Source: an optimization exercise on an open RTL-to-GDS flow (aim: small area, a short achievable clock period and few clock cycles per item). Production flows keep margins and buffers that such runs may drop.
In this exercise RTL edits were held to simulation tests only and were not proved equivalent to the original.

run A:
## sps_eval
module sps_eval (
    input  wire        clk,
    input  wire        rst,           
    input  wire        in_valid,
    output wire        in_ready,
    input  wire [58:0] disc_in,       
    input  wire [42:0] amul_in,       
    input  wire [15:0] pos_in,        
    input  wire [27:0] v0_in,         
    input  wire [30:0] tmul_in,       
    output reg         out_valid,
    output reg  [1:0]  err_out,       
    output wire [57:0] disc_out,      
    output wire [31:0] delta_out      
);
Size in the first run: roughly 3,600 cells after synthesis, about 410 flip-flops, roughly 270 I/O pins, ~0.033 mm2 of cells after synthesis.
==> flow/config.mk <==
export PLATFORM = sky130hd
export DESIGN_NAME = sps_eval
export DESIGN_NICKNAME = sps_eval
export VERILOG_FILES = /design/flow/design.v
export SDC_FILE = /design/flow/constraint.sdc
export NUM_CORES = 4
export LEC_CHECK = 0
export CAP_MARGIN = 20
export CORE_MARGIN = 2
export CORE_UTILIZATION = 60
export PLACE_DENSITY = 0.75
export SLEW_MARGIN = 20
==> flow/constraint.sdc <==
create_clock -name core_clock -period 10.0 [get_ports {clk}]
set_input_delay 2.0000 -clock core_clock [delete_from_list [all_inputs] [get_ports {clk}]]
set_output_delay 2.0000 -clock core_clock [all_outputs]
set_load 0.01 [all_outputs]
run.sh (not shown) runs the stock make flow with config.mk's settings and CLKGATE_MAP_FILE= SYNTH_SCRIPT=/design/flow/synth_recipe.tcl, a recipe that flattens the netlist after the stock synthesis.
Run A finished end to end and its layout was clean on timing, DRC and antenna.
Testbench counts of run A, summed over its fixed seeds: cycles 48,106, items 3,200.
--- input diff run A..run B ---
- SETUP_SLACK_MARGIN now 5, previously not set
## What came out
From run A to run B the numbers moved as follows: setup slack picked up an extra 0.59 ns; routing usage on met2 neither gained nor lost much.
Here is what was changed in the inputs of run C compared with run B.
- ABC_AREA: unset -> 1
## What came out
- Run C finished every step from synthesis to the final layout, and the layout passed the timing, design-rule and antenna checks.
- Run C ends up with a worst path setup slack after routing that is 0.37 ns higher than in run B.
- Run B ended up with reg2reg as its type of the worst setup path; run C ended up with reg2out.
- Run B → run C: via count rose by about 20%.
- Changes observed in run C relative to run B: number of gates resized after CTS down 11, utilization down 1.5 points.
Changes in run D relative to run C:
- SETUP_SLACK_MARGIN: 5 -> unset
- PLACE_DENSITY: 0.75 -> 0.6
- ABC_AREA: 1 -> unset
- CORE_UTILIZATION: 60 -> 40
Results
Compared with run C, run D shows number of fillers in the final layout that has gone up by more than a quarter.
Of the two values seen for slowest stage cell on the critical path, sky130_fd_sc_hd__clkdlybuf4s50_1 was produced by run C and sky130_fd_sc_hd__dfxtp_1 by run D.
Summary of the comparison: clock buffer count in the final layout is higher in run D, relative to run C.
Compared with run C, in run D post-CTS setup buffer count comparable; via count now smaller; compound-gate portion of the synthesized area now larger; total wire length now smaller.
Maximum number of pins on one net before global-route repair in run D is 25% above run C.


Another version of the RTL of sps_eval (not shown whole).
Size in the first run: roughly 3400 cells after synthesis, ~34000 µm² of cells after synthesis.
==> flow/design.v (excerpt) <==
module sps_eval (
    input  wire        clk,
    input  wire        rst,           
    input  wire        in_valid,
    output wire        in_ready,
    input  wire [58:0] disc_in,       
    input  wire [42:0] amul_in,       
    input  wire [15:0] pos_in,        
    input  wire [27:0] v0_in,         
    input  wire [30:0] tmul_in,       
    output reg         out_valid,
    output reg  [1:0]  err_out,       
    output wire [57:0] disc_out,      
    output wire [31:0] delta_out      
);
==> flow/config.mk <==
export PLATFORM = sky130hd
export DESIGN_NAME = sps_eval
export DESIGN_NICKNAME = sps_eval
export VERILOG_FILES = /design/flow/design.v
export SDC_FILE = /design/flow/constraint.sdc
export NUM_CORES = 4
export LEC_CHECK = 0
export CAP_MARGIN = 0
export CORE_MARGIN = 2
export CORE_UTILIZATION = 70
export CTS_BUF_LIST = sky130_fd_sc_hd__clkbuf_4 sky130_fd_sc_hd__clkbuf_8
export GPL_ROUTABILITY_DRIVEN = 0
export PLACE_DENSITY = 0.85
export SLEW_MARGIN = 0
==> flow/constraint.sdc <==
create_clock -name core_clock -period 10.0 [get_ports {clk}]
set_input_delay 2.0000 -clock core_clock [delete_from_list [all_inputs] [get_ports {clk}]]
set_output_delay 2.0000 -clock core_clock [all_outputs]
set_load 0.01 [all_outputs]
standard.sh (not shown) runs the stock make flow with config.mk's settings and CLKGATE_MAP_FILE= SYNTH_SCRIPT=/design/flow/synth_recipe.tcl, a recipe that flattens the netlist after the stock synthesis.
==> flow/flow/run.sh <==
#!/bin/bash
set -euo pipefail
export BUFFER_PORTS_ARGS="-buffer_cell sky130_fd_sc_hd__buf_1"
export SETUP_SLACK_MARGIN=5.0
bash standard.sh > standard_flow.log 2>&1
Testbench counts at the start, summed over its fixed seeds: cycles 42,854, items 3,200.
Change:
- GPL_ROUTABILITY_DRIVEN: 0 -> unset
Effect: Worst setup slack gains 0.064 ns; sequential share of layout area hardly moves; core utilization is higher by 0.22 points; cell count barely changes; clock-buffer cell count is lower by 1; global-route usage is higher by 0.87 points; via count is lower by 1.1%; sequential cell count stays the same; cell area is about the same.

[afterwards: timing with drivers on the ports]
How much do the figures lean on ideal ports? The routed layouts below were timed once more, with nothing changed but the port constraints.
Step 1, drivers: a clkbuf_16 drives clk and a buf_2 each remaining input, both assumed.
Step 2 adds t to the input delays and takes it off the output delays; t is the mean of the earliest and latest rising clock arrival at the registers after step 1. Input paths then give back, and output paths get back, about the clock's delay inside the block.
Three values: ideal ports, drivers, drivers and shift; two values: the first two.
run	t, ns	slack for setup (ns)	worst setup path at the end	worst slew at a driven data input, ns	cell pins on the clock port's net
run A	0.660	4.432 / 4.432 / 4.432	register to register	0.11	1
run B	0.659	5.020 / 5.020 / 5.020	register to register	0.11	1
run C	0.659	5.386 / 5.322 / 5.524	register to register	0.07	1
run D	0.674	4.459 / 4.459 / 4.459	register to register	0.09	1
the first run of note 2	0.746	5.048 / 5.048 / 5.048	register to register	0.14	1
the second run of note 2	0.732	5.112 / 5.112 / 5.112	register to register	0.13	1
After both steps setup and hold are still met in every run listed.
